What follows belongs to an exercise in optimizing a design on an open flow for small area, a short achievable clock period and few clock cycles; a production flow would make more cautious choices. Function was checked by simulation only, so behaviour that the tests miss may differ from the original. Power and IR drop assume default switching activity.

## flow/config.mk

```make
export PLATFORM = sky130hd
export DESIGN_NAME = smc_digest
export DESIGN_NICKNAME = smc_digest
export VERILOG_FILES = /design/flow/design.v
export SDC_FILE = /design/flow/constraint.sdc
export NUM_CORES = 4
export LEC_CHECK = 0
export ABC_AREA = 1
export CAP_MARGIN = 20
export CORE_MARGIN = 2
export CORE_UTILIZATION = 40
export CTS_BUF_LIST = sky130_fd_sc_hd__clkbuf_8
export CTS_CLUSTER_DIAMETER = 50
export CTS_CLUSTER_SIZE = 14
export SLEW_MARGIN = 20
export SYNTH_HIERARCHICAL = 1
export TNS_END_PERCENT = 100
```

## flow/design.v

```verilog
module smc_digest (
    input  wire         clk,
    input  wire         rst,         
    input  wire         in_valid,
    output wire         in_ready,
    input  wire [31:0]  in_data,     
    input  wire         in_last,     
    input  wire [2:0]   in_nbytes,   
    output reg          out_valid,   
    output wire [127:0] out_digest   
);
    localparam [31:0] IV0 = 32'h01234567;
    localparam [31:0] IV1 = 32'h89ABCDEF;
    localparam [31:0] IV2 = 32'hFEDCBA98;
    localparam [31:0] IV3 = 32'h76543210;
    reg [511:0] ring;            
    reg [31:0]  a, b, c, d;      
    reg [31:0]  p0, p1, p2, p3;  
    reg [31:0]  q;               
    reg [6:0]   kp;              
    reg [15:0]  rsel;            
    reg [3:0]   ph;              
    reg [4:0]   nw;              
    reg         ld_first, ld_final;   
    reg         ex_first, ex_final;   
    reg         dummy;           
    reg         msg_done;        
    reg         mark_pending;    
    reg         late;            
    reg [9:0]   nwords;          
    reg [1:0]   lastnb;          
    reg         step;            
    reg         ffwd;            
    reg [3:0]   fsel;            
    reg [4:0]   s;               
    reg         load_iv;         
    reg         at16, at65;      
    wire [3:0] j       = nw[3:0];
    wire       ld_slot = !nw[4] && (ph == j);
    assign in_ready    = ld_slot && !msg_done;
    wire       take    = in_ready && in_valid;
    wire       pad_ld  = ld_slot && msg_done;
    reg [31:0] last_word;
    always @(*) begin
        case (in_nbytes)
            3'd0:    last_word = 32'h00000080;
            3'd1:    last_word = {16'h0000, 8'h80, in_data[7:0]};
            3'd2:    last_word = {8'h00, 8'h80, in_data[15:0]};
            3'd3:    last_word = {8'h80, in_data[23:0]};
            default: last_word = in_data;
        endcase
    end
    wire [31:0] pad_word = mark_pending ? 32'h00000080 :
                           (j == 4'd14 && !late) ? {17'd0, nwords, lastnb, 3'd0} : 32'd0;
    wire [31:0] in_word  = in_last ? last_word : in_data;
    wire [31:0] lane15   = take ? in_word : (pad_ld ? pad_word : ring[31:0]);
    wire [31:0] f = ({32{fsel[0]}} & ((b & c) | (~b & d)))
                  | ({32{fsel[1]}} & ((b & d) | (c & ~d)))
                  | ({32{fsel[2]}} & (b ^ c ^ d))
                  | ({32{fsel[3]}} & (c ^ (b | ~d)));
    wire [31:0] t;
    smc_add32 u_add_t (.x(q), .y(f), .s(t));
    wire [63:0] t2  = {t, t} << s;
    wire [31:0] rot = t2[63:32];
    wire [31:0] nb;
    smc_add32 u_add_nb (.x(step ? b : 32'd0), .y(rot), .s(nb));
    wire [3:0] ni = kp[3:0];
    reg        pf;               
    wire [6:0] kp1 = (kp == 7'd67) ? 7'd0 : kp + 7'd1;
    wire [6:0] kpn = pf ? kp1 : kp;
    wire [3:0] ph_n  = at65 ? 4'd0 : ph + 4'd1;
    wire [3:0] x     = kpn[3:0];
    wire       ph_ok = !at65 && ph_n == x + 4'd1;
    wire       pf_s1 = (kpn[6:4] != 3'd0) ||
                       (ph_ok && ((nw > {1'b0, x}) || (ld_slot && msg_done && nw == {1'b0, x})));
    wire       pf_s2 = ph_ok && ld_slot && !msg_done && nw == {1'b0, x};
    wire       pf_n  = pf_s1 || (pf_s2 && in_valid);
    function [3:0] lane_of(input [6:0] op);
        case (op[5:4])
            2'd0:    lane_of = 4'd15;
            2'd1:    lane_of = {op[1:0], 2'b00};
            2'd2:    lane_of = {op[2:0], 1'b0} + 4'd4;
            default: lane_of = op[3:0] * 4'd6 + 4'd15;
        endcase
    endfunction
    function [4:0] rot_amt(input [1:0] r, input [1:0] i);
        case ({r, i})
            4'h0: rot_amt = 5'd1;   4'h1: rot_amt = 5'd8;   4'h2: rot_amt = 5'd15;  4'h3: rot_amt = 5'd22;
            4'h4: rot_amt = 5'd2;   4'h5: rot_amt = 5'd9;   4'h6: rot_amt = 5'd16;  4'h7: rot_amt = 5'd23;
            4'h8: rot_amt = 5'd3;   4'h9: rot_amt = 5'd10;  4'hA: rot_amt = 5'd17;  4'hB: rot_amt = 5'd24;
            4'hC: rot_amt = 5'd4;   4'hD: rot_amt = 5'd11;  4'hE: rot_amt = 5'd18;  default: rot_amt = 5'd31;
        endcase
    endfunction
    reg [31:0] rk;
    always @(*) begin
        case (kp[5:4])
            2'd0:    rk = 32'h11111111;
            2'd1:    rk = 32'h22222222;
            2'd2:    rk = 32'h44444444;
            default: rk = 32'h88888888;
        endcase
    end
    reg [31:0] ivw;
    always @(*) begin
        case (kp[1:0])
            2'd0:    ivw = IV0;
            2'd1:    ivw = IV3;
            2'd2:    ivw = IV2;
            default: ivw = IV1;
        endcase
    end
    reg [31:0] wr;
    integer li;
    always @(*) begin
        wr = 32'd0;
        for (li = 0; li < 16; li = li + 1)
            wr = wr | ({32{rsel[li]}} & ring[li*32 +: 32]);
    end
    wire [31:0] wsel = !pf ? 32'd0 :
                       kp[6] ? (ex_first ? ivw : p1) : wr;
    wire [31:0] ksel = (pf && !kp[6]) ? {rk[31:8], rk[7:0] + {4'd0, ni}} : 32'd0;
    wire [31:0] an   = load_iv ? IV0 : d;
    wire [31:0] cs_s = an ^ wsel ^ ksel;
    wire [31:0] cs_c = (an & wsel) | (an & ksel) | (wsel & ksel);
    wire [31:0] qn;
    smc_add32bk u_add_q (.x(cs_s), .y({cs_c[30:0], 1'b0}), .s(qn));
    assign out_digest = {p1, p2, p3, p0};
    always @(posedge clk) begin
        ring <= {lane15, ring[511:32]};
        p0 <= p1;
        p1 <= p2;
        p2 <= p3;
        p3 <= ffwd ? nb : p0;
        a <= load_iv ? IV0 : d;
        b <= load_iv ? IV1 : nb;
        c <= load_iv ? IV2 : b;
        d <= load_iv ? IV3 : c;
        q <= qn;
        rsel <= 16'd1 << lane_of(kpn);
    end
    always @(posedge clk) begin
        if (rst) begin
            out_valid    <= 1'b0;
            kp           <= 7'd67;
            pf           <= 1'b1;
            step         <= 1'b0;
            ffwd         <= 1'b1;
            fsel         <= 4'b0000;
            s            <= 5'd0;
            load_iv      <= 1'b0;
            at16         <= 1'b0;
            at65         <= 1'b0;
            ph           <= 4'd0;
            nw           <= 5'd0;
            ld_first     <= 1'b1;
            ld_final     <= 1'b0;
            ex_first     <= 1'b1;
            ex_final     <= 1'b1;
            dummy        <= 1'b1;
            msg_done     <= 1'b0;
            mark_pending <= 1'b0;
            late         <= 1'b0;
            nwords       <= 10'd0;
            lastnb       <= 2'd0;
        end else begin
            out_valid <= load_iv && !dummy;
            if (load_iv) dummy <= 1'b0;
            kp      <= kpn;
            pf      <= pf_n;
            step    <= pf && !kp[6];
            ffwd    <= pf && kp[6];
            fsel    <= (pf && !kp[6]) ? (4'b0001 << kp[5:4]) : 4'b0000;
            s       <= (pf && !kp[6]) ? rot_amt(kp[5:4], kp[1:0]) : 5'd0;
            load_iv <= pf && kp == 7'd67 && ex_final;
            at16    <= pf && kp == 7'd16;
            at65    <= pf && kp == 7'd65;
            if (at16) begin
                ex_first <= ld_first;
                ex_final <= ld_final;
            end
            if (at65) begin
                ph       <= 4'd0;
                nw       <= 5'd0;
                ld_first <= ex_final;
                ld_final <= 1'b0;
                late     <= 1'b0;
                if (ex_final) begin
                    msg_done     <= 1'b0;
                    mark_pending <= 1'b0;
                    nwords       <= 10'd0;
                    lastnb       <= 2'd0;
                end
            end else begin
                ph <= ph + 4'd1;
                if (take || pad_ld) nw <= nw + 5'd1;
                if (take) begin
                    if (in_last) begin
                        if (in_nbytes[2]) nwords <= nwords + 10'd1;
                        lastnb       <= in_nbytes[1:0];
                        msg_done     <= 1'b1;
                        mark_pending <= (in_nbytes == 3'd4);
                        if (in_nbytes < 3'd4 && j[3:1] == 3'b111) late <= 1'b1;
                    end else begin
                        nwords <= nwords + 10'd1;
                    end
                end
                if (pad_ld) begin
                    if (mark_pending) begin
                        mark_pending <= 1'b0;
                        if (j[3:1] == 3'b111) late <= 1'b1;
                    end else if (j == 4'd14 && !late) begin
                        ld_final <= 1'b1;
                    end
                end
            end
        end
    end
endmodule
module smc_add32 (
    input  wire [31:0] x,
    input  wire [31:0] y,
    output wire [31:0] s
);
    assign s = x + y;
endmodule
module smc_add32bk (
    input  wire [31:0] x,
    input  wire [31:0] y,
    output wire [31:0] s
);
  wire [31:0] g0 = x & y, p0 = x ^ y;
  wire [31:0] g[0:9], p[0:9];
  assign g[0] = g0; assign p[0] = p0;
  genvar l, i;
  generate for (l = 0; l < 5; l = l + 1) begin: up
    for (i = 0; i < 32; i = i + 1) begin: b
      if (((i + 1) % (2 << l)) == 0) begin
        assign g[l+1][i] = g[l][i] | (p[l][i] & g[l][i - (1<<l)]);
        assign p[l+1][i] = p[l][i] & p[l][i - (1<<l)];
      end else begin
        assign g[l+1][i] = g[l][i];
        assign p[l+1][i] = p[l][i];
      end
    end
  end
  for (l = 0; l < 4; l = l + 1) begin: dn
    for (i = 0; i < 32; i = i + 1) begin: b
      localparam integer D = 8 >> l;
      if (((i + 1) % (2*D)) == D && i >= 2*D - 1 + 0 && i > D) begin
        assign g[l+6][i] = g[l+5][i] | (p[l+5][i] & g[l+5][i - D]);
        assign p[l+6][i] = p[l+5][i] & p[l+5][i - D];
      end else begin
        assign g[l+6][i] = g[l+5][i];
        assign p[l+6][i] = p[l+5][i];
      end
    end
  end endgenerate
  assign s = p0 ^ {g[9][30:0], 1'b0};
endmodule
```

## flow/standard.sh

```bash
#!/bin/bash
# synth_recipe.tcl (not shown) runs the flow's synth.tcl, then flattens the netlist and writes it again
# the make line also repeats each setting of config.mk as NAME=value (left out here)
make -C /OpenROAD-flow-scripts/flow DESIGN_CONFIG=/design/flow/config.mk WORK_HOME=/design/flow/orfs CLKGATE_MAP_FILE= SYNTH_SCRIPT=/design/flow/synth_recipe.tcl "${@:-finish}"
```

## flow/flow/run.sh

```bash
#!/bin/bash
set -euo pipefail
bash standard.sh SETUP_SLACK_MARGIN=7 "BUFFER_PORTS_ARGS=-buffer_cell sky130_fd_sc_hd__buf_1" finish > run_standard.log 2>&1
```

## flow/constraint.sdc

```tcl
create_clock -name core_clock -period 12.0 [get_ports {clk}]
set_input_delay 2.4000 -clock core_clock [delete_from_list [all_inputs] [get_ports {clk}]]
set_output_delay 2.4000 -clock core_clock [all_outputs]
set_load 0.01 [all_outputs]
```

==> run summary, run 1 <==
status timing/DRC/antenna clean; initial core utilization 40.2%; PwrDens 356 nW/µm²; CTS buffer count 90; final-report hold violation count 0; Seq/Total Area, Yosys 47.2%; dpl cells 5800; ys async rst share 0%; Synth top area share 47.2%; CTS sink count 836; count of yosys warnings during synthesis 8; Post-synth EDFFs 0; worst skew pair latency 0.75 ns; WL/cell 19.1 µm; fin util 46.4%; Peak Freq 207 MHz; clk root buf clkbuf_8; crit path max fanout 5; IO buf count 168; Slowest-stage cell, CP ha_2; area of the multi-input gates 17300 µm²; worst r2r src b[17]; CTS clk-pin slew, worst paths 0.09 ns; Layout area overhead 15.3%; final setup violation count 0; first-pass GRT wire length 169 mm; syn avg cell area 7.75 µm²; CP most frequent cell nand2_1; reg2reg setup slack 7.18 ns; clk buf depth 3; CP Capture Type flip-flop; Bufs and invs on worst path 4; global route total overflow 0; RSZ-0062 raised after global routing true; max cap viols 0; largest net degree at the start of global routing 65; DP HPWL 82.6 mm; DRC viols 0; terminus of the critical flop-to-flop path p3[13]; Die ar. 91000 µm²; Synth Register Bits 836; R2R depth 32; initial drt markers 2262; share of layout cells above drive strength 1 13.9%; design area 40900 µm²; worst hold path class flip-flop to flip-flop; final WL 114 mm; Layout Nets 4959; Tightest Pin Transition 0.980 ns; number of distinct library cells after synthesis 55; Most used DFF post-synth dfxtp_1; Setup crit end p3[13]; kind of cell adding the most delay to the critical path simple AND/OR/NAND/NOR gates; antenna violations before repair 2; top cells by count, synth 1374 x nand2_1, 836 x dfxtp_1, 564 x inv_1, 390 x nor2_1, 197 x nand3_1; WS Path Type flip-flop to flip-flop; Die Height 302 µm; die width 302 µm; fin crit share 40.2%; Register Area 16800 µm²; via count 30300; vias in the first global route 28200; setup TNS 0 ns; Detailed Routing Iterations Pass 1 6; CORE AREA 88100 µm²; top-count cell post-synth nand2_1; final worst slack 7.18 ns; WP depth 32; largest cells by area after synthesis dfxtp_1 47%, nand2_1 15%, inv_1 6.0%, nor2_1 4.1%, ha_1 4.1%; Req. time, crit path 12.63 ns; Post-DP Area 37200 µm²; VDD IR max 131 µV; Hold Path Depth 0; Worst setup SP type flip-flop; Boundary Pins 169; worst relative slew slack 34.6%; pre-CTS WS 6.38 ns; CTS H-tree lvls 3; min cycle time layout 4.82 ns; CTS tree built; Final ANT Viol Nets 0; FILL cells 8821; vias per inst 5.07; Mapped Area 35400 µm²; Largest stage delay, worst path 0.44 ns; largest area contributor in the netlist dfxtp_1; LEAKAGE 19.2 nW; Final GP Congestion 0.944; gr usage total 24.3%; cell count after synthesis 4570; Setup crit start b[17]; row cnt 109; crit path DAT 5.45 ns; Layout Cells excl Fill 5980; Slew Limit Fails 0; clk_skew 0.0653 ns
[power by group]
group          leakage (nW)  switching [W]  internal (W)  total (W)
clock network          1.01        0.00110      0.000909    0.00201
registers              6.99       0.000936       0.00421    0.00515
logic                  11.2        0.00480       0.00260    0.00741
total                  19.2        0.00683       0.00772     0.0146
[per-stage QoR]
stage / hold slack, ns / total power, W
after floorplan: 0.331 / 0.00932
after global placement: 0.332 / 0.0116
after detailed placement: 0.334 / 0.0116
after CTS: 0.318 / 0.0137
after global routing: 0.324 / 0.0156
final: 0.308 / 0.0146
[state kept, by name, summed over array words and instances, names as in the netlist, 2 cells and up]
register,count
b,32
c,32
d,32
fsel,4
kp,7
lastnb,2
nw,5
nwords,10
p0,32
p1,32
p2,32
p3,32
ph,4
q,32
ring,512
rsel,16
s,5
[timing repair]
item	in CTS	in global routing
hold buffers	0	0
buffers inserted	2	26
setup endpoints to repair	57	63
hold endpoints to repair	0	0
pin swaps	4	130
resized for setup	59	362
[metal layers]
metal,track usage (%),up-vias,part of all wire [%]
li1,-,15000,-
met3,2.96,199,5.1
met1,32.4,14300,44
met2,40.4,880,47
met5,0,-,0
met4,9.02,0,4.0
[cell usage in the layout, fill, tap and decap left out, types with 30 or more instances in the layout]
master    instances
buf_4            62
nor2_1          368
nand4_1          62
clkbuf_8         98
ha_1             62
nand3_1         183
xor2_1           33
nor2_2           31
a221oi_1         79
nand2_1        1281
fa_1             48
nor3_1           39
o211ai_1         75
dfxtp_1         794
inv_1           556
a21oi_1         103
inv_2            36
nand2_2         120
buf_1           168
or2_2            30
o21ai_0         143
ha_4             34
[worst min path at each step]
stage | to | start | slack (ns)
6_report | ring[187] | ring[219] | 0.31
5_1_grt | ring[187] | ring[219] | 0.32
4_1_cts | ring[187] | ring[219] | 0.32
3_5_place_dp | p1[30] | p2[30] | 0.33
3_3_place_gp | ring[2] | ring[34] | 0.33
2_1_floorplan | ring[157] | ring[189] | 0.33
[cells by family after synthesis]
kind of cell    Yosys count  share of synthesized area (%)
simple gates           2200                           25.9
other cells               1                         0.0106
compound gates          588                           10.7
xor+xnor                 58                           1.43
fa+ha+maj               165                           6.89
buf+inv                 722                           7.76
flops                   836                           47.2
[Yosys stat by module, one instance, submodules excluded]
module / cells inside / area, µm² / flops+latches / copies in the design
smc_add32: 494 / 2380 / 0 / 2
smc_add32bk: 174 / 1350 / 0 / 1
smc_digest: 3408 / 29300 / 836 / 1
[final cells by class]
cell class	instances	area share (%)
Clock inverter	52	1.41
Tap cell	1165	3.57
Timing Repair Buffer	232	2.76
Sequential cell	836	41.2
Antenna cell	2	0.0123
Inverter	583	5.36
Clock buffer	98	3.30
Multi-Input combinational cell	3012	42.4
[worst register-to-register path: cells and delay by family (launching register included)]
kind / cells / cell delay [ns]
and+or+nand+nor: 19 / 2.21
AOI/OAI and AO/OA: 6 / 0.89
adders and majority gates: 2 / 0.68
DFF: 1 / 0.39
buffers and inverters: 4 / 0.36
xor gates and xnor gates: 1 / 0.19
Testbench counts, summed over its fixed seeds: cycles 86,588.
==> run 2: changes to the inputs <==
--- a/flow/config.mk
+++ b/flow/config.mk
@@ -14,4 +14,4 @@
 export CTS_CLUSTER_SIZE = 14
 export SLEW_MARGIN = 20
 export SYNTH_HIERARCHICAL = 1
-export TNS_END_PERCENT = 100
+export TNS_END_PERCENT = 0
==> run summary, run 2 <==
CTS tree built; Die ar. 91000 µm²; Synth top area share 47.2%; final WL 114 mm; pre-CTS WS 6.38 ns; worst skew pair latency 0.76 ns; die width 302 µm; most flop-heavy register ring; fin crit share 39.9%; total power 0.0145 W; count of yosys warnings during synthesis 8; CTS buffer count 90; VDD IR max 132 µV; initial drt markers 2238; WL met3 5.82 mm; RSZ-0062 raised after global routing true; most frequent cells in the layout 1295 x nand2_1, 797 x dfxtp_1, 557 x inv_1, 368 x nor2_1, 186 x nand3_1; CP Capture Type flip-flop; met2 wire length 53.4 mm; Layout Cells excl Fill 5978; Largest stage delay, worst path 0.44 ns; Psw 0.00680 W; clock network power share 13.9%; status timing/DRC/antenna clean; min cycle time layout 4.79 ns; Seq/Total Area, Yosys 47.2%; largest cells by area after synthesis dfxtp_1 47%, nand2_1 15%, inv_1 6.0%, nor2_1 4.1%, ha_1 4.1%; Most used DFF post-synth dfxtp_1; clk buf depth 3; internal power 0.00768 W; worst relative slew slack 35.1%; most common cell after layout, fill and taps aside nand2_1; CORE AREA 88100 µm²; Detailed Routing Iterations Pass 1 5; LEAKAGE 19.2 nW; row cnt 109; FILL cells 8841; Gate power share 50.6%; clk_skew 0.0703 ns; crit path max fanout 5; top layer used by detailed routing met5; max reg flops 512; final setup violation count 0; final worst slack 7.21 ns; Net Sw Frac 47.0%; PwrDens 356 nW/µm²; kind of cell adding the most delay to the critical path simple AND/OR/NAND/NOR gates; CTS sink count 836; Seq pwr share 35.5%; Synth Register Bits 836; CP most frequent cell nand2_1; Bufs and invs on worst path 4; Post-synth EDFFs 0; global route total overflow 0; share of layout cells above drive strength 1 13.3%; top cells by count, synth 1374 x nand2_1, 836 x dfxtp_1, 564 x inv_1, 390 x nor2_1, 197 x nand3_1; via count 30300; Worst setup SP type flip-flop; crit path DAT 5.42 ns; ys async rst share 0%; syn avg cell area 7.75 µm²; top-count cell post-synth nand2_1; vias per inst 5.07; WL/cell 19.0 µm; Layout area overhead 14.8%; IO buf count 168; dpl cells 5800; gr usage total 24.3%; largest area contributor in the netlist dfxtp_1; number of distinct library cells after synthesis 55; first-pass GRT wire length 169 mm; Mapped Area 35400 µm²; cell count after synthesis 4570; WL met1 50.3 mm; initial core utilization 40.2%; Peak Freq 209 MHz; Layout Nets 4956; largest net degree at the start of global routing 65; Slowest-stage cell, CP ha_2; Final GP Congestion 0.944; CTS clk-pin slew, worst paths 0.09 ns; max cap viols 0; CTS H-tree lvls 3; Req. time, crit path 12.63 ns; DP HPWL 82.6 mm; DRC viols 0; WS Path Type flip-flop to flip-flop; worst hold path class flip-flop to flip-flop; clk root buf clkbuf_8; Final ANT Viol Nets 0; Slew Limit Fails 0; final-report hold violation count 0; Die Height 302 µm; Hold Buf Count CTS 0; setup TNS 0 ns; Boundary Pins 169; Tightest Pin Transition 0.972 ns; antenna violations before repair 3; vias in the first global route 28200
-- run 2: cell types whose count changed in the layout (fill, tap and decap cells not counted), moves of 3 or more --
cell,delta
a21oi_4,-3
buf_4,-3
dfxtp_1,+3
ha_2,+3
nand2_1,+14
nand2_2,-6
nand2_4,-8
nand3_1,+3
o21ai_2,-4
-- run 2: layout make-up --
type,count,area [µm²],area share [%]
diodes,3,7.51,0.0185
clock buffers,98,1350,3.32
clock inverters,52,577,1.42
inverters,583,2190,5.38
multi-input cells,3012,17200,42.2
flip-flops and latches,836,16800,41.3
well taps,1165,1460,3.58
repair buffers,229,1100,2.72
-- run 2: modules after synthesis (local to each module, per instance) --
module | copies in the design | area [µm²]
smc_add32 | 2 | 2380
smc_add32bk | 1 | 1350
smc_digest | 1 | 29300
-- run 2: power groups by stage --
| stage | Sequential (W) | Clock (W) | Combinational, W |
|---|---|---|---|
| after floorplan | 0.00487 | 0 | 0.00445 |
| final | 0.00514 | 0.00201 | 0.00733 |
| after global routing | 0.00528 | 0.00215 | 0.00810 |
| after global placement | 0.00512 | 0 | 0.00645 |
| after detailed placement | 0.00513 | 0 | 0.00652 |
| after CTS | 0.00509 | 0.00204 | 0.00658 |
-- run 2: per-stage QoR --
step / utilization (%) / hold WS (ns) / area (µm²)
3_5_place_dp: 42.3 / 0.334 / 37200
2_1_floorplan: - / 0.331 / 35400
5_1_grt: 46.2 / 0.324 / 40700
6_report: 46.2 / 0.312 / 40700
4_1_cts: 44.5 / 0.318 / 39200
3_3_place_gp: 42.3 / 0.332 / 37200
-- run 2: cell families after synthesis --
family | synth area share (%)
AND/OR/NAND/NOR | 25.9
flip-flops | 47.2
buffers and inverters | 7.76
AO/OA/AOI/OAI | 10.7
adder cells (fa/ha/maj) | 6.89
XOR/XNOR | 1.43
other | 0.0106
-- run 2: what timing repair did --
item	CTS	global route
setup buffers	0	25
resized for setup	45	340
endpoints found under the hold margin	0	0
pin swaps	1	111
setup endpoints to repair	57	69
-- run 2: per-layer routing --
layer | global-route usage (%) | vias to the layer above
li1 | - | 15000
met1 | 32.3 | 14300
met2 | 40.4 | 841
met3 | 3.02 | 186
met4 | 9.13 | 2
met5 | 0 | -
-- run 2: worst register-to-register path: cells and delay by family (launching register included) --
family	cells	cell delay (ns)
adders and majority gates	2	0.69
xor gates and xnor gates	1	0.31
DFF	1	0.39
AOI/OAI and AO/OA	5	0.72
and+or+nand+nor	20	2.23
buffers and inverters	4	0.34
-- run 2: worst paths after layout --
check	start	endpoint	slack, ns	cells past startpoint
setup / recovery	b[17]	p3[9]	7.21	32
hold / removal	ring[219]	ring[187]	0.31	0
setup reg to reg	b[17]	p3[9]	7.21	32
hold reg to reg	ring[219]	ring[187]	0.31	0
==> run 3: changes to the inputs <==
--- a/flow/config.mk
+++ b/flow/config.mk
@@ -6,12 +6,12 @@
 export NUM_CORES = 4
 export LEC_CHECK = 0
 export ABC_AREA = 1
-export CAP_MARGIN = 20
+export CAP_MARGIN = 5
 export CORE_MARGIN = 2
 export CORE_UTILIZATION = 40
 export CTS_BUF_LIST = sky130_fd_sc_hd__clkbuf_8
 export CTS_CLUSTER_DIAMETER = 50
 export CTS_CLUSTER_SIZE = 14
-export SLEW_MARGIN = 20
+export SLEW_MARGIN = 5
 export SYNTH_HIERARCHICAL = 1
 export TNS_END_PERCENT = 0
==> run summary, run 3 <==
status timing/DRC/antenna clean; Worst setup SP type flip-flop; most common cell after layout, fill and taps aside nand2_1; Seq/Total Area, Yosys 47.2%; final-report hold violation count 0; Layout Nets 4956; top-count cell post-synth nand2_1; Post-synth EDFFs 0; initial drt markers 2238; Peak Freq 209 MHz; CTS clk-pin slew, worst paths 0.09 ns; vias per inst 5.07; dpl cells 5800; Largest stage delay, worst path 0.44 ns; final setup violation count 0; Boundary Pins 169; DRC viols 0; largest cells by area after synthesis dfxtp_1 47%, nand2_1 15%, inv_1 6.0%, nor2_1 4.1%, ha_1 4.1%; LEAKAGE 19.2 nW; Most used DFF post-synth dfxtp_1; Req. time, crit path 12.63 ns; row cnt 109; FILL cells 8841; Slowest-stage cell, CP ha_2; syn avg cell area 7.75 µm²; ys async rst share 0%; Hold Buf Count CTS 0; Mapped Area 35400 µm²; Synth top area share 47.2%; Post-DP Area 37200 µm²; largest net degree at the start of global routing 65; worst skew pair latency 0.76 ns; Layout area overhead 14.8%; worst relative slew slack 35.1%; antenna violations before repair 3; CORE AREA 88100 µm²; via count 30300; Register Area 16800 µm²; gr usage total 24.3%; worst hold path class flip-flop to flip-flop; largest area contributor in the netlist dfxtp_1; initial core utilization 40.2%; CTS buffer count 90; global route total overflow 0; Hold Slack 0.312 ns; DP HPWL 82.6 mm; Die Height 302 µm; clk buf depth 3; vias in the first global route 28200; count of yosys warnings during synthesis 8; area of the multi-input gates 17200 µm²; share of layout cells above drive strength 1 13.3%; CTS sink count 836; Synth Register Bits 836; IO buf count 168; first-pass GRT wire length 169 mm; PwrDens 356 nW/µm²; most frequent cells in the layout 1295 x nand2_1, 797 x dfxtp_1, 557 x inv_1, 368 x nor2_1, 186 x nand3_1; Layout Cells excl Fill 5978; max cap viols 0; Die ar. 91000 µm²; most flop-heavy register ring; Final ANT Viol Nets 0; min cycle time layout 4.79 ns; top cells by count, synth 1374 x nand2_1, 836 x dfxtp_1, 564 x inv_1, 390 x nor2_1, 197 x nand3_1; WS Path Type flip-flop to flip-flop; clk root buf clkbuf_8; setup TNS 0 ns; CP most frequent cell nand2_1; fin crit share 39.9%; clk_skew 0.0703 ns; Tightest Pin Transition 0.972 ns; max reg flops 512; crit path DAT 5.42 ns; Slew Limit Fails 0; design area 40700 µm²; number of distinct library cells after synthesis 55; final WL 114 mm; fin util 46.2%; cell count after synthesis 4570; crit path max fanout 5; CTS tree built; CP Capture Type flip-flop; VDD IR max 132 µV; Detailed Routing Iterations Pass 1 5; RSZ-0062 raised after global routing true; die width 302 µm; CTS H-tree lvls 3; Final GP Congestion 0.944; WL/cell 19.0 µm
run 3: cell counts after synthesis:
No cell type changed its count.
run 3: stage by stage:
step / setup slack (ns) / power, W
floorplan: 7.74 / 0.00932
global placement: 6.43 / 0.0116
detailed placement: 6.38 / 0.0116
CTS: 6.92 / 0.0137
global route: 6.88 / 0.0155
finish: 7.21 / 0.0145
run 3: power by group:
| group | total, W | switching, W | internal (W) |
|---|---|---|---|
| clock | 0.00201 | 0.00110 | 0.000909 |
| sequential | 0.00514 | 0.000936 | 0.00421 |
| combinational | 0.00733 | 0.00476 | 0.00256 |
| total | 0.0145 | 0.00680 | 0.00768 |
run 3: final timing paths:
kind               endpoint  depth (start not counted)       from  slack [ns]
setup / recovery      p3[9]                         32      b[17]        7.21
hold / removal    ring[187]                          0  ring[219]        0.31
setup reg to reg      p3[9]                         32      b[17]        7.21
hold reg to reg   ring[187]                          0  ring[219]        0.31
run 3: cell type report:
class / count / share of cell area (%)
clock inverter: 52 / 1.42
tap: 1165 / 3.58
timing repair buffer: 229 / 2.72
antenna: 3 / 0.0185
clock buffer: 98 / 3.32
inverter: 583 / 5.38
multi-input combinational: 3012 / 42.2
sequential: 836 / 41.3
run 3: Yosys stat by module, one instance, submodules excluded:
module / times used / cell area [µm²]
smc_add32: 2 / 2380
smc_add32bk: 1 / 1350
smc_digest: 1 / 29300
run 3: critical path, delay by kind of cell, from the launching register on:
| kind | cells | cell delay (ns) |
|---|---|---|
| compound gates | 5 | 0.72 |
| xor+xnor | 1 | 0.31 |
| flops | 1 | 0.39 |
| simple gates | 20 | 2.23 |
| fa+ha+maj | 2 | 0.69 |
| buf+inv | 4 | 0.34 |
run 3: cells by family after synthesis:
logic type / Yosys count / share of synthesized area (%)
simple gates: 2200 / 25.9
flops: 836 / 47.2
buf+inv: 722 / 7.76
compound gates: 588 / 10.7
fa+ha+maj: 165 / 6.89
xor+xnor: 58 / 1.43
other cells: 1 / 0.0106
run 3: layer usage:
| metal | GRT usage, % | routed length [µm] | vias to the layer above |
|---|---|---|---|
| met5 | 0 | 15 | - |
| met1 | 32.3 | 50300 | 14300 |
| li1 | - | - | 15000 |
| met2 | 40.4 | 53400 | 841 |
| met4 | 9.13 | 4240 | 2 |
| met3 | 3.02 | 5820 | 186 |
run 3: repair_timing:
action                     in CTS  in global routing
gates resized for setup        45                340
buffers inserted                0                 25
gates cloned                    0                  0
pin swaps                       1                111
setup endpoints to repair      57                 69
==> run 4: changes to the inputs <==
--- a/flow/config.mk
+++ b/flow/config.mk
@@ -6,12 +6,13 @@
 export NUM_CORES = 4
 export LEC_CHECK = 0
 export ABC_AREA = 1
-export CAP_MARGIN = 5
+export CAP_MARGIN = 20
 export CORE_MARGIN = 2
 export CORE_UTILIZATION = 40
 export CTS_BUF_LIST = sky130_fd_sc_hd__clkbuf_8
 export CTS_CLUSTER_DIAMETER = 50
 export CTS_CLUSTER_SIZE = 14
-export SLEW_MARGIN = 5
+export PLACE_DENSITY = 0.75
+export SLEW_MARGIN = 20
 export SYNTH_HIERARCHICAL = 1
 export TNS_END_PERCENT = 0
==> run summary, run 4 <==
cell count after synthesis 4570; CTS H-tree lvls 3; CTS buffer count 81; Layout Cells excl Fill 5957; count of yosys warnings during synthesis 8; kind of cell adding the most delay to the critical path simple AND/OR/NAND/NOR gates; worst hold path class flip-flop to flip-flop; IO buf count 168; max cap viols 0; Seq/Total Area, Yosys 47.2%; worst skew pair latency 0.73 ns; Post-synth EDFFs 0; syn avg cell area 7.75 µm²; vias per inst 5.25; Slew Limit Fails 0; CORE AREA 88100 µm²; number of distinct library cells after synthesis 55; WL/cell 19.0 µm; vias in the first global route 29000; Bufs and invs on worst path 2; largest area contributor in the netlist dfxtp_1; final-report hold violation count 0; via count 31300; Mapped Area 35400 µm²; Most used DFF post-synth dfxtp_1; die width 302 µm; Layout Nets 4961; Final GP Congestion 1.01; Slowest-stage cell, CP dfxtp_2; WS Path Type flip-flop to flip-flop; global route total overflow 0; Req. time, crit path 12.59 ns; CTS clk-pin slew, worst paths 0.09 ns; initial drt markers 2963; DP HPWL 81.3 mm; crit path DAT 5.47 ns; worst relative slew slack 33.6%; fin util 46.1%; top cells by count, synth 1374 x nand2_1, 836 x dfxtp_1, 564 x inv_1, 390 x nor2_1, 197 x nand3_1; ys async rst share 0%; Worst setup SP type flip-flop; max reg flops 512; CTS sink count 836; largest net degree at the start of global routing 79; Synth top area share 47.2%; row cnt 109; Peak Freq 205 MHz; antenna violations before repair 2; CTS tree built; RSZ-0062 raised after global routing true; Final ANT Viol Nets 0; dpl cells 5794; DRC viols 0; largest cells by area after synthesis dfxtp_1 47%, nand2_1 15%, inv_1 6.0%, nor2_1 4.1%, ha_1 4.1%; final WL 113 mm; Die Height 302 µm; setup TNS 0 ns; LEAKAGE 19.1 nW; first-pass GRT wire length 168 mm; clk_skew 0.0774 ns; most flop-heavy register ring; Die ar. 91000 µm²; Detailed Routing Iterations Pass 1 10; Synth Register Bits 836; status timing/DRC/antenna clean; min cycle time layout 4.88 ns; final setup violation count 0; clk root buf clkbuf_8; fin crit share 40.7%; clk buf depth 3; Tightest Pin Transition 0.990 ns; total power 0.0144 W; gr usage total 23.9%; most frequent cells in the layout 1259 x nand2_1, 801 x dfxtp_1, 552 x inv_1, 363 x nor2_1, 181 x nand3_1; CP Capture Type flip-flop; VDD IR max 192 µV; initial core utilization 40.2%; Layout area overhead 14.7%; most common cell after layout, fill and taps aside nand2_1; share of layout cells above drive strength 1 13.7%; top-count cell post-synth nand2_1; PwrDens 355 nW/µm²; Largest stage delay, worst path 0.37 ns; CP most frequent cell nand2_1; Boundary Pins 169; crit path max fanout 5
## run 4: Yosys stat by module (local to each module, per instance)
module	area, µm²	cells	flops+latches	times used
smc_digest	29300	3408	836	1
smc_add32bk	1350	174	0	1
smc_add32	2380	494	0	2
## run 4: path summary, 6_finish.rpt
path / from / endpoint / slack, ns / cells past startpoint
worst min-delay path: ring[184] / ring[152] / 0.32 / 0
worst max register to register: b[12] / b[20] / 7.12 / 35
worst max-delay path: b[12] / b[20] / 7.12 / 35
worst min register to register: ring[184] / ring[152] / 0.32 / 0
## run 4: per-stage QoR
stage / cell area [µm²] / hold slack, ns / setup WS (ns)
finish: 40600 / 0.315 / 7.12
CTS: 39100 / 0.316 / 6.98
global placement: 37200 / 0.332 / 6.07
global route: 40600 / 0.326 / 6.87
floorplan: 35400 / 0.331 / 7.74
detailed placement: 37200 / 0.334 / 6.15
## run 4: layer usage
| metal | vias to the layer above | part of all wire [%] | global-route usage, % |
|---|---|---|---|
| met5 | - | 0.024 | 0 |
| met4 | 4 | 5.2 | 11.7 |
| met3 | 281 | 8.6 | 4.08 |
| met2 | 1374 | 46 | 38.7 |
| met1 | 14700 | 41 | 30.8 |
| li1 | 15000 | - | - |
## run 4: cells by family (layout without fill, tap and decap cells)
kind of cell | Yosys count | in the layout | synth area share, %
flip-flops | 836 | 836 | 47.2
other | 1 | 2 | 0.0106
AO/OA/AOI/OAI | 588 | 588 | 10.7
buffers and inverters | 722 | 943 | 7.76
XOR/XNOR | 58 | 58 | 1.43
AND/OR/NAND/NOR | 2200 | 2200 | 25.9
adder cells (fa/ha/maj) | 165 | 165 | 6.89
## run 4: layout make-up
type	instances	area [µm²]
fill	8499	47500
multi-input combinational	3012	17400
sequential	836	16800
inverter	583	2190
tap	1165	1460
timing repair buffer	243	1240
clock buffer	85	1170
clock inverter	32	377
antenna	1	2.50
## run 4: power breakdown
part           switching (W)  total, W  internal (W)
sequential          0.000989   0.00519       0.00421
combinational        0.00484   0.00748       0.00264
clock               0.000996   0.00176      0.000765
## run 4: repair_timing
| item | in CTS | in global routing |
|---|---|---|
| setup endpoints to repair | 55 | 61 |
| hold buffers | 0 | 0 |
| pin swaps | 18 | 145 |
| setup buffers | 14 | 31 |
| resized for setup | 75 | 361 |
## run 4: worst register-to-register path, delay by kind of cell, from the launching register on
| kind | cells | cell delay [ns] |
|---|---|---|
| AOI/OAI and AO/OA | 5 | 0.73 |
| xor gates and xnor gates | 1 | 0.30 |
| adders and majority gates | 3 | 0.79 |
| buffers and inverters | 2 | 0.11 |
| DFF | 1 | 0.37 |
| and+or+nand+nor | 24 | 2.48 |
==> run 5: changes to the inputs <==
--- a/flow/config.mk
+++ b/flow/config.mk
@@ -9,10 +9,9 @@
 export CAP_MARGIN = 20
 export CORE_MARGIN = 2
 export CORE_UTILIZATION = 40
-export CTS_BUF_LIST = sky130_fd_sc_hd__clkbuf_8
-export CTS_CLUSTER_DIAMETER = 50
-export CTS_CLUSTER_SIZE = 14
-export PLACE_DENSITY = 0.75
+export CTS_BUF_LIST = sky130_fd_sc_hd__clkbuf_4
+export CTS_CLUSTER_DIAMETER = 40
+export CTS_CLUSTER_SIZE = 8
 export SLEW_MARGIN = 20
 export SYNTH_HIERARCHICAL = 1
 export TNS_END_PERCENT = 0
==> run summary, run 5 <==
largest area contributor in the netlist dfxtp_1; Tightest Pin Transition 0.963 ns; Gate power share 51.8%; PwrDens 354 nW/µm²; reg2reg setup slack 7.15 ns; cell count after synthesis 4570; Hold Buf Count CTS 0; Synth Register Bits 836; Layout Nets 5003; initial drt markers 2178; WS Path Type flip-flop to flip-flop; RSZ-0062 raised after global routing true; IO buf count 168; dpl cells 5800; clk buf depth 3; initial core utilization 40.2%; CTS H-tree lvls 4; share of layout cells above drive strength 1 14.8%; most flop-heavy register ring; largest net degree at the start of global routing 65; Layout area overhead 14.3%; final WL 114 mm; Psw 0.00678 W; Net Sw Frac 47.3%; top-count cell post-synth nand2_1; vias per inst 5.10; vias in the first global route 28500; Seq/Total Area, Yosys 47.2%; max reg flops 512; max cap viols 0; Final GP Congestion 0.944; Final ANT Viol Nets 0; largest cells by area after synthesis dfxtp_1 47%, nand2_1 15%, inv_1 6.0%, nor2_1 4.1%, ha_1 4.1%; final setup violation count 0; ys async rst share 0%; clock network power share 12.3%; Die ar. 91000 µm²; VDD IR max 143 µV; global route total overflow 0; via count 30600; Layout Cells excl Fill 6013; most common cell after layout, fill and taps aside nand2_1; LEAKAGE 19.1 nW; CTS sink count 836; WL/cell 19.0 µm; worst skew pair latency 1.02 ns; internal power 0.00755 W; Synth top area share 47.2%; Seq pwr share 35.9%; CTS tree built; DRC viols 0; count of yosys warnings during synthesis 8; CTS buffer count 134; gr usage total 24.5%; Detailed Routing Iterations Pass 1 6; final-report hold violation count 0; Die Height 302 µm; first-pass GRT wire length 170 mm; Bufs and invs on worst path 5; crit path max fanout 4; top cells by count, synth 1374 x nand2_1, 836 x dfxtp_1, 564 x inv_1, 390 x nor2_1, 197 x nand3_1; CP Capture Type flip-flop; CORE AREA 88100 µm²; Slew Limit Fails 0; number of distinct library cells after synthesis 55; Peak Freq 206 MHz; crit path DAT 5.67 ns; worst relative slew slack 35.7%; Boundary Pins 169; CP most frequent cell nand2_1; Most used DFF post-synth dfxtp_1; syn avg cell area 7.75 µm²; setup TNS 0 ns; Largest stage delay, worst path 0.38 ns; die width 302 µm; DP HPWL 82.6 mm; antenna violations before repair 4; most frequent cells in the layout 1277 x nand2_1, 789 x dfxtp_1, 545 x inv_1, 370 x nor2_1, 182 x nand3_1; Req. time, crit path 12.82 ns; clk_skew 0.0891 ns; row cnt 109; clk root buf clkbuf_4; Worst setup SP type flip-flop; fin crit share 40.5%; Slowest-stage cell, CP fa_2; min cycle time layout 4.85 ns; worst hold path class flip-flop to flip-flop; CTS clk-pin slew, worst paths 0.09 ns; kind of cell adding the most delay to the critical path simple AND/OR/NAND/NOR gates; status timing/DRC/antenna clean; Post-synth EDFFs 0; Mapped Area 35400 µm²
-- run 5: cell counts after synthesis --
Identical to the previous run, type by type.
-- run 5: final timing paths --
path             start         to  depth (start not counted)
max               c[0]     p3[21]                         36
min          ring[219]  ring[187]                          0
max reg2reg       c[0]     p3[21]                         36
min reg2reg  ring[219]  ring[187]                          0
-- run 5: logic make-up after synthesis --
kind of cell / synth area share, %
xor+xnor: 1.43
compound gates: 10.7
fa+ha+maj: 6.89
buf+inv: 7.76
simple gates: 25.9
flops: 47.2
other cells: 0.0106
-- run 5: modules after synthesis, one instance, submodules excluded --
module       cells inside  flops+latches  copies in the design  area (µm²)
smc_add32bk           174              0                     1        1350
smc_add32             494              0                     2        2380
smc_digest           3408            836                     1       29300
-- run 5: timing repair --
action | 4_1_cts | 5_1_grt
setup buffers | 1 | 27
pin swaps | 2 | 133
endpoints found under the setup margin | 57 | 70
gates resized for setup | 55 | 380
-- run 5: final cells by class --
type	count	area, µm²
Multi-Input combinational cell	3012	17400
Clock buffer	140	1050
Timing Repair Buffer	232	1130
Antenna cell	5	12.5
Inverter	583	2190
Sequential cell	836	16800
Tap cell	1165	1460
Fill cell	8851	47600
Clock inverter	40	483
-- run 5: metal layers --
metal	vias to the layer above	GRT usage, %	share of wire [%]
li1	15100	-	-
met3	190	3.65	5.3
met2	868	40.1	47
met4	2	10.0	3.7
met5	-	0	0.011
met1	14500	32.4	44
-- run 5: power groups by stage --
stage	logic (W)	clock network [W]	registers, W
2_1_floorplan	0.00445	0	0.00487
3_3_place_gp	0.00645	0	0.00512
3_5_place_dp	0.00652	0	0.00513
4_1_cts	0.00660	0.00181	0.00509
5_1_grt	0.00820	0.00194	0.00527
6_report	0.00742	0.00177	0.00514
-- run 5: per-stage QoR --
step | power [W] | setup slack [ns] | utilization, % | hold WS [ns] | cell area [µm²]
floorplan | 0.00932 | 7.74 | - | 0.331 | 35400
global placement | 0.0116 | 6.43 | 42.3 | 0.332 | 37200
finish | 0.0143 | 7.15 | 46.0 | 0.295 | 40500
global route | 0.0154 | 6.85 | 46.0 | 0.273 | 40500
CTS | 0.0135 | 6.97 | 44.1 | 0.296 | 38900
detailed placement | 0.0116 | 6.38 | 42.3 | 0.334 | 37200
-- run 5: worst reg2reg max path: cells and delay by family (launching register included) --
kind            cells  cell delay [ns]
fa+ha+maj           3             0.84
buf+inv             5             0.47
compound gates      6             0.81
simple gates       22             2.16
flops               1             0.37
==> run 6: changes to the inputs <==
==> flow/flow/run.sh (replaced) <==
#!/bin/bash
# The standard layout; ORFS's timing repair aims 7 ns below the clock
# period only at clock tree synthesis.
set -euo pipefail
B="BUFFER_PORTS_ARGS=-buffer_cell sky130_fd_sc_hd__buf_1"
bash standard.sh SETUP_SLACK_MARGIN=0 "$B" synth floorplan place > run_standard_1.log 2>&1
bash standard.sh SETUP_SLACK_MARGIN=7 "$B" cts > run_standard_2.log 2>&1
bash standard.sh SETUP_SLACK_MARGIN=0 "$B" finish > run_standard_3.log 2>&1
--- a/flow/config.mk
+++ b/flow/config.mk
@@ -9,9 +9,9 @@
 export CAP_MARGIN = 20
 export CORE_MARGIN = 2
 export CORE_UTILIZATION = 40
-export CTS_BUF_LIST = sky130_fd_sc_hd__clkbuf_4
-export CTS_CLUSTER_DIAMETER = 40
-export CTS_CLUSTER_SIZE = 8
+export CTS_BUF_LIST = sky130_fd_sc_hd__clkbuf_8
+export CTS_CLUSTER_DIAMETER = 50
+export CTS_CLUSTER_SIZE = 14
 export SLEW_MARGIN = 20
 export SYNTH_HIERARCHICAL = 1
 export TNS_END_PERCENT = 0
==> run summary, run 6 <==
Register Area 16800 µm²; top cells by count, synth 1374 x nand2_1, 836 x dfxtp_1, 564 x inv_1, 390 x nor2_1, 197 x nand3_1; Boundary Pins 169; most frequent cells in the layout 1374 x nand2_1, 813 x dfxtp_1, 574 x inv_1, 389 x nor2_1, 197 x nand3_1; Final GP Congestion 0.944; Tightest Pin Transition 0.968 ns; CP Capture Type flip-flop; pre-CTS WS 6.38 ns; worst hold path class flip-flop to flip-flop; most flop-heavy register ring; max reg flops 512; Synth Register Bits 836; final WL 112 mm; worst relative slew slack 35.4%; Worst setup SP type flip-flop; Layout area overhead 10.7%; min cycle time layout 5.22 ns; first-pass GRT wire length 169 mm; initial core utilization 40.2%; Mapped Area 35400 µm²; Hold Buf Count CTS 0; setup TNS 0 ns; final setup violation count 0; max cap viols 0; Bufs and invs on worst path 4; global route total overflow 0; clk root buf clkbuf_8; Post-synth EDFFs 0; Detailed Routing Iterations Pass 1 6; initial drt markers 2325; Req. time, crit path 12.60 ns; VDD IR max 130 µV; die width 302 µm; CP most frequent cell nand2_1; ys async rst share 0%; syn avg cell area 7.75 µm²; kind of cell adding the most delay to the critical path simple AND/OR/NAND/NOR gates; Most used DFF post-synth dfxtp_1; status timing/DRC/antenna clean; Die ar. 91000 µm²; IO buf count 168; Layout Nets 4931; DRC viols 0; via count 30100; area of the multi-input gates 16000 µm²; DP HPWL 82.6 mm; clk_skew 0.0695 ns; final worst slack 6.78 ns; PwrDens 351 nW/µm²; vias per inst 5.05; largest net degree at the start of global routing 65; Slew Limit Fails 0; gr usage total 24.3%; Die Height 302 µm; total power 0.0138 W; clk buf depth 3; RSZ-0062 raised after global routing false; Final ANT Viol Nets 0; CTS sink count 836; largest cells by area after synthesis dfxtp_1 47%, nand2_1 15%, inv_1 6.0%, nor2_1 4.1%, ha_1 4.1%; CTS clk-pin slew, worst paths 0.08 ns; largest area contributor in the netlist dfxtp_1; WS Path Type flip-flop to flip-flop; Peak Freq 191 MHz; worst skew pair latency 0.75 ns; number of distinct library cells after synthesis 55; Largest stage delay, worst path 0.44 ns; CORE AREA 88100 µm²; share of layout cells above drive strength 1 7.38%; fin util 44.5%; final-report hold violation count 0; antenna violations before repair 3; crit path max fanout 5; vias in the first global route 28200; fin crit share 43.5%; Synth top area share 47.2%; cell count after synthesis 4570; WL/cell 18.9 µm; FILL cells 8993; CTS tree built; crit path DAT 5.82 ns; CTS buffer count 90; top-count cell post-synth nand2_1; CTS H-tree lvls 3; Slowest-stage cell, CP ha_1; row cnt 109; most common cell after layout, fill and taps aside nand2_1; count of yosys warnings during synthesis 8; LEAKAGE 19.0 nW; Seq/Total Area, Yosys 47.2%
-- run 6: cell counts after synthesis --
Identical to the previous run, type by type.
-- run 6: cell type report --
cell class	instances	area share (%)
multi-input combinational	3012	40.7
timing repair buffer	204	2.32
inverter	583	5.58
sequential	836	42.7
antenna	2	0.0128
clock buffer	98	3.44
clock inverter	52	1.47
tap	1165	3.72
-- run 6: power breakdown --
group          internal, W  switching [W]  total, W
combinational      0.00219        0.00445   0.00665
clock             0.000909        0.00109   0.00200
sequential         0.00419       0.000923   0.00512
-- run 6: cell families after synthesis --
| group | count (synthesis) | synth area share, % |
|---|---|---|
| AND/OR/NAND/NOR | 2200 | 25.9 |
| flip-flops | 836 | 47.2 |
| buffers and inverters | 722 | 7.76 |
| AO/OA/AOI/OAI | 588 | 10.7 |
| adder cells (fa/ha/maj) | 165 | 6.89 |
| XOR/XNOR | 58 | 1.43 |
| other | 1 | 0.0106 |
-- run 6: worst register-to-register path, delay by kind of cell (launching register included) --
family / cells / cell delay, ns
AND/OR/NAND/NOR: 23 / 2.41
adder cells (fa/ha/maj): 2 / 0.82
buffers and inverters: 4 / 0.25
AO/OA/AOI/OAI: 6 / 1.24
flip-flops: 1 / 0.39
-- run 6: path summary, 6_finish.rpt --
check / cells past startpoint / slack [ns] / from / end
setup / recovery: 35 / 6.78 / b[10] / p3[31]
hold / removal: 0 / 0.31 / ring[219] / ring[187]
setup reg to reg: 35 / 6.78 / b[10] / p3[31]
hold reg to reg: 0 / 0.31 / ring[219] / ring[187]
-- run 6: routing by layer --
layer	routed length (µm)	GRT usage (%)	part of all wire (%)	vias to the layer above
li1	-	-	-	14900
met4	4210	9.13	3.7	2
met2	52200	40.4	46	857
met3	5930	3.02	5.3	183
met5	16	0	0.014	-
met1	50000	32.3	45	14100
-- run 6: modules after synthesis (local to each module, per instance) --
module	cells	cell area, µm²	times used	flops+latches
smc_add32bk	174	1350	1	0
smc_digest	3408	29300	1	836
smc_add32	494	2380	2	0
-- run 6: stage by stage --
stage,hold slack [ns],std cells,area (µm²)
after global routing,0.324,5952,39200
after detailed placement,0.334,5800,37200
after global placement,0.332,5800,37200
final,0.309,5952,39200
after floorplan,0.331,4570,35400
after CTS,0.318,5950,39200
-- run 6: repair_timing --
action,4_1_cts,5_1_grt
endpoints found under the setup margin,57,0
buffers inserted,0,0
resized for setup,45,0
==> run 7: changes to the inputs <==
==> flow/flow/run.sh (replaced) <==
#!/bin/bash
# The standard layout; ORFS's timing repair aims 7 ns below the clock
# period from clock tree synthesis on (not at floorplan).
set -euo pipefail
B="BUFFER_PORTS_ARGS=-buffer_cell sky130_fd_sc_hd__buf_1"
bash standard.sh SETUP_SLACK_MARGIN=0 "$B" synth floorplan place > run_standard_1.log 2>&1
bash standard.sh SETUP_SLACK_MARGIN=7 "$B" finish > run_standard_2.log 2>&1
==> run summary, run 7 <==
status timing/DRC/antenna clean; min-delay src ring[219]; Die Height 302 µm; fin util 46.2%; Worst setup SP type flip-flop; CTS tree built; largest area contributor in the netlist dfxtp_1; cell count after synthesis 4570; LEAKAGE 19.2 nW; worst r2r src b[17]; RSZ-0062 raised after global routing true; Req. time, crit path 12.63 ns; Mapped Area 35400 µm²; CTS H-tree lvls 3; Final ANT Viol Nets 0; Die ar. 91000 µm²; row cnt 109; count of yosys warnings during synthesis 8; Final GP Congestion 0.944; crit path DAT 5.42 ns; number of distinct library cells after synthesis 55; Slew Limit Fails 0; Slowest-stage cell, CP ha_2; Peak Freq 209 MHz; antenna violations before repair 3; worst hold path class flip-flop to flip-flop; Hold Path End ring[187]; most frequent cells in the layout 1295 x nand2_1, 797 x dfxtp_1, 557 x inv_1, 368 x nor2_1, 186 x nand3_1; share of layout cells above drive strength 1 13.3%; min cycle time layout 4.79 ns; top cells by count, synth 1374 x nand2_1, 836 x dfxtp_1, 564 x inv_1, 390 x nor2_1, 197 x nand3_1; terminus of the critical flop-to-flop path p3[9]; fin crit share 39.9%; final worst slack 7.21 ns; final setup violation count 0; vias per inst 5.07; CTS clk-pin slew, worst paths 0.09 ns; gr usage total 24.3%; PwrDens 356 nW/µm²; CTS sink count 836; vias in the first global route 28200; ys async rst share 0%; Post-synth EDFFs 0; largest net degree at the start of global routing 65; Layout Nets 4956; Layout area overhead 14.8%; Synth top area share 47.2%; Tightest Pin Transition 0.972 ns; largest cells by area after synthesis dfxtp_1 47%, nand2_1 15%, inv_1 6.0%, nor2_1 4.1%, ha_1 4.1%; final WL 114 mm; first-pass GRT wire length 169 mm; initial core utilization 40.2%; WL/cell 19.0 µm; IO buf count 168; WS Path Type flip-flop to flip-flop; worst relative slew slack 35.1%; global route total overflow 0; max cap viols 0; CORE AREA 88100 µm²; clk_skew 0.0703 ns; CP Capture Type flip-flop; CP most frequent cell nand2_1; reg2reg setup slack 7.21 ns; initial drt markers 2238; top-count cell post-synth nand2_1; FILL cells 8841; most common cell after layout, fill and taps aside nand2_1; Most used DFF post-synth dfxtp_1; worst skew pair latency 0.76 ns; die width 302 µm; Hold Path Depth 0; Synth Register Bits 836; Detailed Routing Iterations Pass 1 5; most flop-heavy register ring; Hold Buf Count CTS 0; setup TNS 0 ns; clk buf depth 3; syn avg cell area 7.75 µm²; max reg flops 512; CTS buffer count 90; VDD IR max 132 µV; clk root buf clkbuf_8; final-report hold violation count 0; crit path max fanout 5; R2R depth 32; via count 30300; Largest stage delay, worst path 0.44 ns; Seq/Total Area, Yosys 47.2%; pre-CTS WS 6.38 ns; DRC viols 0; DP HPWL 82.6 mm; Hold Slack 0.312 ns; Boundary Pins 169
==> run 7: worst max path at each step <==
stage / endpoint / from / slack, ns
floorplan: p3[28] / b[0] / 7.74
global placement: p3[30] / fsel[3] / 6.43
detailed placement: p3[30] / fsel[3] / 6.38
CTS: p3[13] / b[30] / 6.92
global route: p3[30] / b[13] / 6.88
finish: p3[9] / b[17] / 7.21
==> run 7: kinds of logic (layout without fill, tap and decap cells) <==
family / after synthesis / after routing / synth area share (%)
AND/OR/NAND/NOR: 2200 / 2200 / 25.9
buffers and inverters: 722 / 962 / 7.76
other: 1 / 4 / 0.0106
adder cells (fa/ha/maj): 165 / 165 / 6.89
flip-flops: 836 / 836 / 47.2
XOR/XNOR: 58 / 58 / 1.43
AO/OA/AOI/OAI: 588 / 588 / 10.7
==> run 7: modules after synthesis (local to each module, per instance) <==
module       copies in the design  cells  flip-flops and latches  area, µm²
smc_add32                       2    494                       0       2380
smc_add32bk                     1    174                       0       1350
smc_digest                      1   3408                     836      29300
==> run 7: final cells by class <==
cell class,instances,area (µm²),share of cell area [%]
antenna,3,7.51,0.0185
inverter,583,2190,5.38
tap,1165,1460,3.58
timing repair buffer,229,1100,2.72
clock inverter,52,577,1.42
sequential,836,16800,41.3
clock buffer,98,1350,3.32
multi-input combinational,3012,17200,42.2
==> run 7: report_power, final <==
group          internal (W)  total, W  leakage, nW  switching [W]
Clock              0.000909   0.00201         1.01        0.00110
Combinational       0.00256   0.00733         11.2        0.00476
Sequential          0.00421   0.00514         6.99       0.000936
Total               0.00768    0.0145         19.2        0.00680
==> run 7: critical path: cells and delay by family (launching register included) <==
| family | cells | cell delay (ns) |
|---|---|---|
| and+or+nand+nor | 20 | 2.23 |
| AOI/OAI and AO/OA | 5 | 0.72 |
| adders and majority gates | 2 | 0.69 |
| DFF | 1 | 0.39 |
| buffers and inverters | 4 | 0.34 |
| xor gates and xnor gates | 1 | 0.31 |
==> run 7: what timing repair did <==
item / in CTS / in global routing
endpoints found under the setup margin: 57 / 69
pin swaps: 1 / 111
buffers inserted: 0 / 25
gates resized for setup: 45 / 340
==> run 7: metal layers <==
layer | vias up | global-route usage, % | share of wire, %
met1 | 14300 | 32.3 | 44
met5 | - | 0 | 0.013
met2 | 841 | 40.4 | 47
met3 | 186 | 3.02 | 5.1
li1 | 15000 | - | -
met4 | 2 | 9.13 | 3.7
==> run 7: through the flow <==
step / total power [W] / std cells / cell area, µm²
global route: 0.0155 / 5977 / 40700
floorplan: 0.00932 / 4570 / 35400
CTS: 0.0137 / 5950 / 39200
finish: 0.0145 / 5978 / 40700
global placement: 0.0116 / 5800 / 37200
detailed placement: 0.0116 / 5800 / 37200
==> run 8: changes to the inputs <==
==> flow/flow/run.sh (replaced) <==
#!/bin/bash
# The standard layout with three changes: synthesis leaves adders to ABC
# (no half/full-adder cell extraction), the ports get the smallest buffer, and
# ORFS's timing repair aims 7 ns below the clock period.
set -euo pipefail
bash standard.sh ADDER_MAP_FILE= SETUP_SLACK_MARGIN=7 "BUFFER_PORTS_ARGS=-buffer_cell sky130_fd_sc_hd__buf_1" finish > run_standard.log 2>&1
==> run summary, run 8 <==
status timing/DRC/antenna clean; row cnt 110; antenna violations before repair 7; via count 33800; min cycle time layout 4.75 ns; max reg flops 512; VDD IR max 216 µV; Setup crit start b[9]; gr usage total 25.3%; clk_skew 0.0538 ns; largest net degree at the start of global routing 65; WS Path Type flip-flop to flip-flop; WP depth 35; Boundary Pins 169; WL/cell 18.2 µm; Die Height 306 µm; Largest stage delay, worst path 0.47 ns; most frequent cells in the layout 1944 x nand2_1, 802 x dfxtp_1, 576 x inv_1, 502 x nor2_1, 182 x nand3_1; Hold Buf Count CTS 0; first-pass GRT wire length 182 mm; syn avg cell area 6.87 µm²; Slowest-stage cell, CP dfxtp_1; met2 GRT Util 38.4%; count of yosys warnings during synthesis 8; most flop-heavy register ring; largest cells by area after synthesis dfxtp_1 46%, nand2_1 21%, inv_1 5.9%, nor2_1 5.5%, nand3_1 2.6%; total power 0.0137 W; Layout Nets 5534; global route total overflow 0; Peak Freq 211 MHz; busiest grt layer met2; kind of cell adding the most delay to the critical path simple AND/OR/NAND/NOR gates; Layout Cells excl Fill 6729; Mapped Area 36600 µm²; LEAKAGE 20.5 nW; Die ar. 93800 µm²; Req. time, crit path 12.58 ns; setup TNS 0 ns; clk root buf clkbuf_8; Detailed Routing Iterations Pass 1 5; Tightest Pin Transition 1.15 ns; Bufs and invs on worst path 3; largest area contributor in the netlist dfxtp_1; crit path max fanout 5; Post-synth EDFFs 0; clk buf depth 3; CP Capture Type flip-flop; ys async rst share 0%; CTS buffer count 86; CTS sink count 836; R2R depth 35; share of layout cells above drive strength 1 13.3%; CTS H-tree lvls 3; CTS tree built; final WL 123 mm; dpl cells 6555; Most used DFF post-synth dfxtp_1; RSZ-0062 raised after global routing true; DRC viols 0; fin crit share 39.6%; Synth top area share 45.8%; Final GP Congestion 0.984; terminus of the critical flop-to-flop path p3[24]; met3 Track Usage GR 3.84%; vias per inst 5.02; worst relative slew slack 22.8%; CTS clk-pin slew, worst paths 0.09 ns; max cap viols 0; IO buf count 168; initial core utilization 40.5%; top cells by count, synth 2026 x nand2_1, 836 x dfxtp_1, 574 x inv_1, 537 x nor2_1, 192 x nand3_1; final setup violation count 0; vias in the first global route 30600; top-count cell post-synth nand2_1; DP HPWL 89.1 mm; worst r2r src b[9]; worst hold path class flip-flop to flip-flop; Layout area overhead 13.8%; reg2reg setup slack 7.25 ns; CORE AREA 90300 µm²; fin util 46.1%; number of distinct library cells after synthesis 58; Final ANT Viol Nets 0; crit path DAT 5.33 ns; worst skew pair latency 0.77 ns; Seq/Total Area, Yosys 45.8%; cell count after synthesis 5324; Synth Register Bits 836; initial drt markers 3176; most common cell after layout, fill and taps aside nand2_1; met1 usage 36.7%; CP most frequent cell nand2_1; Slew Limit Fails 0; Worst setup SP type flip-flop; die width 306 µm; PwrDens 330 nW/µm²; Setup crit end p3[24]; final-report hold violation count 0
[run 8: changes by cell type after synthesis, sizes merged, moves of 20 or more]
cell | previous run | this run
fa | 50 | 0
nand4 | 64 | 102
o21ai | 201 | 221
nor2 | 408 | 629
nand2 | 1417 | 2137
inv | 580 | 607
a21oi | 133 | 153
o211ai | 75 | 15
ha | 115 | 0
xor2 | 41 | 69
a221oi | 79 | 2
[run 8: modules after synthesis (local to each module, per instance)]
module       cells  times used  area [µm²]
smc_digest    3838           1       29800
smc_add32      613           2        2730
smc_add32bk    260           1        1350
[run 8: how the worst min path moves through the flow]
| stage | startpoint | endpoint | slack (ns) | cells past startpoint |
|---|---|---|---|---|
| floorplan | ring[157] | ring[125] | 0.33 | 0 |
| global placement | p2[30] | p1[30] | 0.33 | 0 |
| detailed placement | p2[15] | p1[15] | 0.33 | 0 |
| CTS | p3[24] | p2[24] | 0.33 | 0 |
| global route | ring[191] | ring[159] | 0.32 | 0 |
| finish | ring[282] | ring[250] | 0.32 | 0 |
[run 8: layer usage]
| metal | wire, µm | part of all wire, % |
|---|---|---|
| met5 | 27 | 0.022 |
| met4 | 4120 | 3.4 |
| met3 | 9500 | 7.7 |
| met2 | 51800 | 42 |
| met1 | 57300 | 47 |
[run 8: cell families (layout without fill, tap and decap cells)]
logic type	count (synthesis)	in the layout	share of synthesized area, %
AOI/OAI and AO/OA	479	479	7.55
xor gates and xnor gates	88	88	2.13
adders and majority gates	1	1	0.0274
buffers and inverters	752	975	7.81
DFF	836	836	45.8
other	1	7	0.0103
and+or+nand+nor	3167	3167	36.7
[run 8: repair_timing]
action	CTS	global route
endpoints found under the hold margin	0	0
gates resized for setup	12	344
pin swaps	0	90
endpoints found under the setup margin	55	61
buffers inserted	1	27
[run 8: cell type report]
| cell class | instances | area (µm²) |
|---|---|---|
| clock buffers | 90 | 1240 |
| inverters | 610 | 2290 |
| repair buffers | 224 | 1100 |
| diodes | 5 | 12.5 |
| fillers | 9329 | 48700 |
| multi-input cells | 3737 | 18000 |
| flip-flops and latches | 836 | 16800 |
| well taps | 1176 | 1470 |
| clock inverters | 51 | 651 |
[run 8: per-stage QoR]
step | worst slack [ns] | instance area [µm²] | hold WS, ns
2_1_floorplan | 8.34 | 36600 | 0.331
3_3_place_gp | 6.70 | 38300 | 0.332
3_5_place_dp | 6.65 | 38300 | 0.335
4_1_cts | 7.00 | 40300 | 0.326
5_1_grt | 6.89 | 41600 | 0.317
6_report | 7.25 | 41600 | 0.323
[run 8: power by group]
part / switching [W] / internal (W) / leakage [nW]
Combinational: 0.00466 / 0.00209 / 12.6
Sequential: 0.000911 / 0.00403 / 6.98
Clock: 0.00108 / 0.000950 / 0.988
==> run 9: changes to the inputs <==
==> flow/flow/run.sh (replaced) <==
#!/bin/bash
# The standard layout with three changes: synthesis leaves adders to ABC
# (no half/full-adder cell extraction), the ports get the smallest buffer, and
# ORFS's timing repair aims 8 ns below the clock period.
set -euo pipefail
bash standard.sh ADDER_MAP_FILE= SETUP_SLACK_MARGIN=8 "BUFFER_PORTS_ARGS=-buffer_cell sky130_fd_sc_hd__buf_1" finish > run_standard.log 2>&1
==> run summary, run 9 <==
status timing/DRC/antenna clean; syn avg cell area 6.87 µm²; CORE AREA 90300 µm²; first-pass GRT wire length 188 mm; via count 34700; number of distinct library cells after synthesis 58; top-count cell post-synth nand2_1; antenna violations before repair 7; Final ANT Viol Nets 0; DRC viols 0; Boundary Pins 169; most frequent cells in the layout 1708 x nand2_1, 778 x dfxtp_1, 506 x inv_1, 413 x nor2_1, 314 x nand2_2; clk root buf clkbuf_8; Largest stage delay, worst path 0.39 ns; ys async rst share 0%; RSZ-0062 raised after global routing true; top cells by count, synth 2026 x nand2_1, 836 x dfxtp_1, 574 x inv_1, 537 x nor2_1, 192 x nand3_1; CTS H-tree lvls 3; min cycle time layout 4.51 ns; largest cells by area after synthesis dfxtp_1 46%, nand2_1 21%, inv_1 5.9%, nor2_1 5.5%, nand3_1 2.6%; PwrDens 335 nW/µm²; Req. time, crit path 12.58 ns; Hold Buf Count CTS 0; gr usage total 26.1%; Detailed Routing Iterations Pass 1 8; fin crit share 37.5%; Synth top area share 45.8%; vias in the first global route 31800; max reg flops 512; setup TNS 0 ns; share of layout cells above drive strength 1 24.2%; Peak Freq 222 MHz; Most used DFF post-synth dfxtp_1; initial core utilization 40.5%; Layout Nets 5625; final setup violation count 0; worst skew pair latency 0.77 ns; vias per inst 5.09; Worst setup SP type flip-flop; Synth Register Bits 836; clk_skew 0.0492 ns; Slowest-stage cell, CP dfxtp_4; Post-synth EDFFs 0; DP HPWL 89.1 mm; Die Height 306 µm; VDD IR max 217 µV; Tightest Pin Transition 1.20 ns; FILL cells 8924; Mapped Area 36600 µm²; crit path DAT 5.08 ns; CTS tree built; CTS sink count 836; count of yosys warnings during synthesis 8; final-report hold violation count 0; CP Capture Type flip-flop; worst hold path class flip-flop to flip-flop; largest area contributor in the netlist dfxtp_1; crit path max fanout 5; final WL 127 mm; WL/cell 18.7 µm; Seq/Total Area, Yosys 45.8%; CTS clk-pin slew, worst paths 0.08 ns; cell count after synthesis 5324; dpl cells 6555; total power 0.0151 W; Layout area overhead 23.0%; clk buf depth 3; max cap viols 0; most flop-heavy register ring; WS Path Type flip-flop to flip-flop; initial drt markers 3055; Slew Limit Fails 0; CTS buffer count 86; most common cell after layout, fill and taps aside nand2_1; worst relative slew slack 20.0%; global route total overflow 0; Layout Cells excl Fill 6820; Final GP Congestion 0.984; row cnt 110; reg2reg setup slack 7.49 ns; die width 306 µm; IO buf count 168; LEAKAGE 21.6 nW; largest net degree at the start of global routing 65; Die ar. 93800 µm²
-- run 9: modules after synthesis, one instance, submodules excluded --
module       cells inside  times used
smc_digest           3838           1
smc_add32             613           2
smc_add32bk           260           1
-- run 9: worst paths after layout --
path | start | end | depth (start not counted)
worst min register to register | ring[282] | ring[250] | 0
worst max register to register | b[10] | b[19] | 41
worst min-delay path | ring[282] | ring[250] | 0
worst max-delay path | b[10] | b[19] | 41
-- run 9: per-layer routing --
metal | vias up | share of wire (%) | global-route usage [%]
met5 | - | 0.010 | 0
met4 | 2 | 3.6 | 8.33
li1 | 17000 | - | -
met3 | 237 | 6.9 | 3.93
met1 | 16300 | 46 | 37.3
met2 | 1147 | 43 | 40.2
-- run 9: timing repair --
item	4_1_cts	5_1_grt
gates resized for setup	504	637
pin swaps	217	389
gates cloned	0	0
setup endpoints to repair	80	85
buffers inserted	75	43
-- run 9: cell families after synthesis --
kind of cell,after synthesis,share of synthesized area [%]
XOR/XNOR,88,2.13
buffers and inverters,752,7.81
other,1,0.0103
flip-flops,836,45.8
AND/OR/NAND/NOR,3167,36.7
AO/OA/AOI/OAI,479,7.55
adder cells (fa/ha/maj),1,0.0274
-- run 9: area by class of cell --
cell class | instances | area (µm²) | area share (%)
flip-flops and latches | 836 | 16900 | 37.6
multi-input cells | 3737 | 20500 | 45.5
well taps | 1176 | 1470 | 3.27
inverters | 610 | 2310 | 5.13
clock inverters | 51 | 651 | 1.45
repair buffers | 315 | 1920 | 4.27
clock buffers | 90 | 1240 | 2.75
diodes | 5 | 12.5 | 0.0278
-- run 9: where the power goes --
group,leakage [nW],switching [W],total (W),internal (W)
clock network,0.988,0.00108,0.00203,0.000950
logic,13.6,0.00541,0.00805,0.00265
registers,6.99,0.000937,0.00499,0.00405
-- run 9: critical path, delay by kind of cell, from the launching register on --
family	cells	cell delay [ns]
AND/OR/NAND/NOR	28	2.37
flip-flops	1	0.39
AO/OA/AOI/OAI	6	0.97
buffers and inverters	7	0.59
-- run 9: metrics by stage --
step	worst slack, ns	hold WS (ns)	util (%)	instance area [µm²]
2_1_floorplan	8.34	0.331	-	36600
3_3_place_gp	6.70	0.332	42.4	38300
3_5_place_dp	6.65	0.335	42.4	38300
4_1_cts	7.62	0.326	47.0	42500
5_1_grt	7.24	0.315	49.8	45000
6_report	7.49	0.329	49.8	45000

Re-timed with assumed drivers on the ports (clkbuf_16 on the clock, buf_2 on other inputs), run 9 has 7.495 ns of setup slack against 7.495 ns with ideal ports, and 7.495 ns once port delays also move by the mid clock arrival of 0.804 ns.
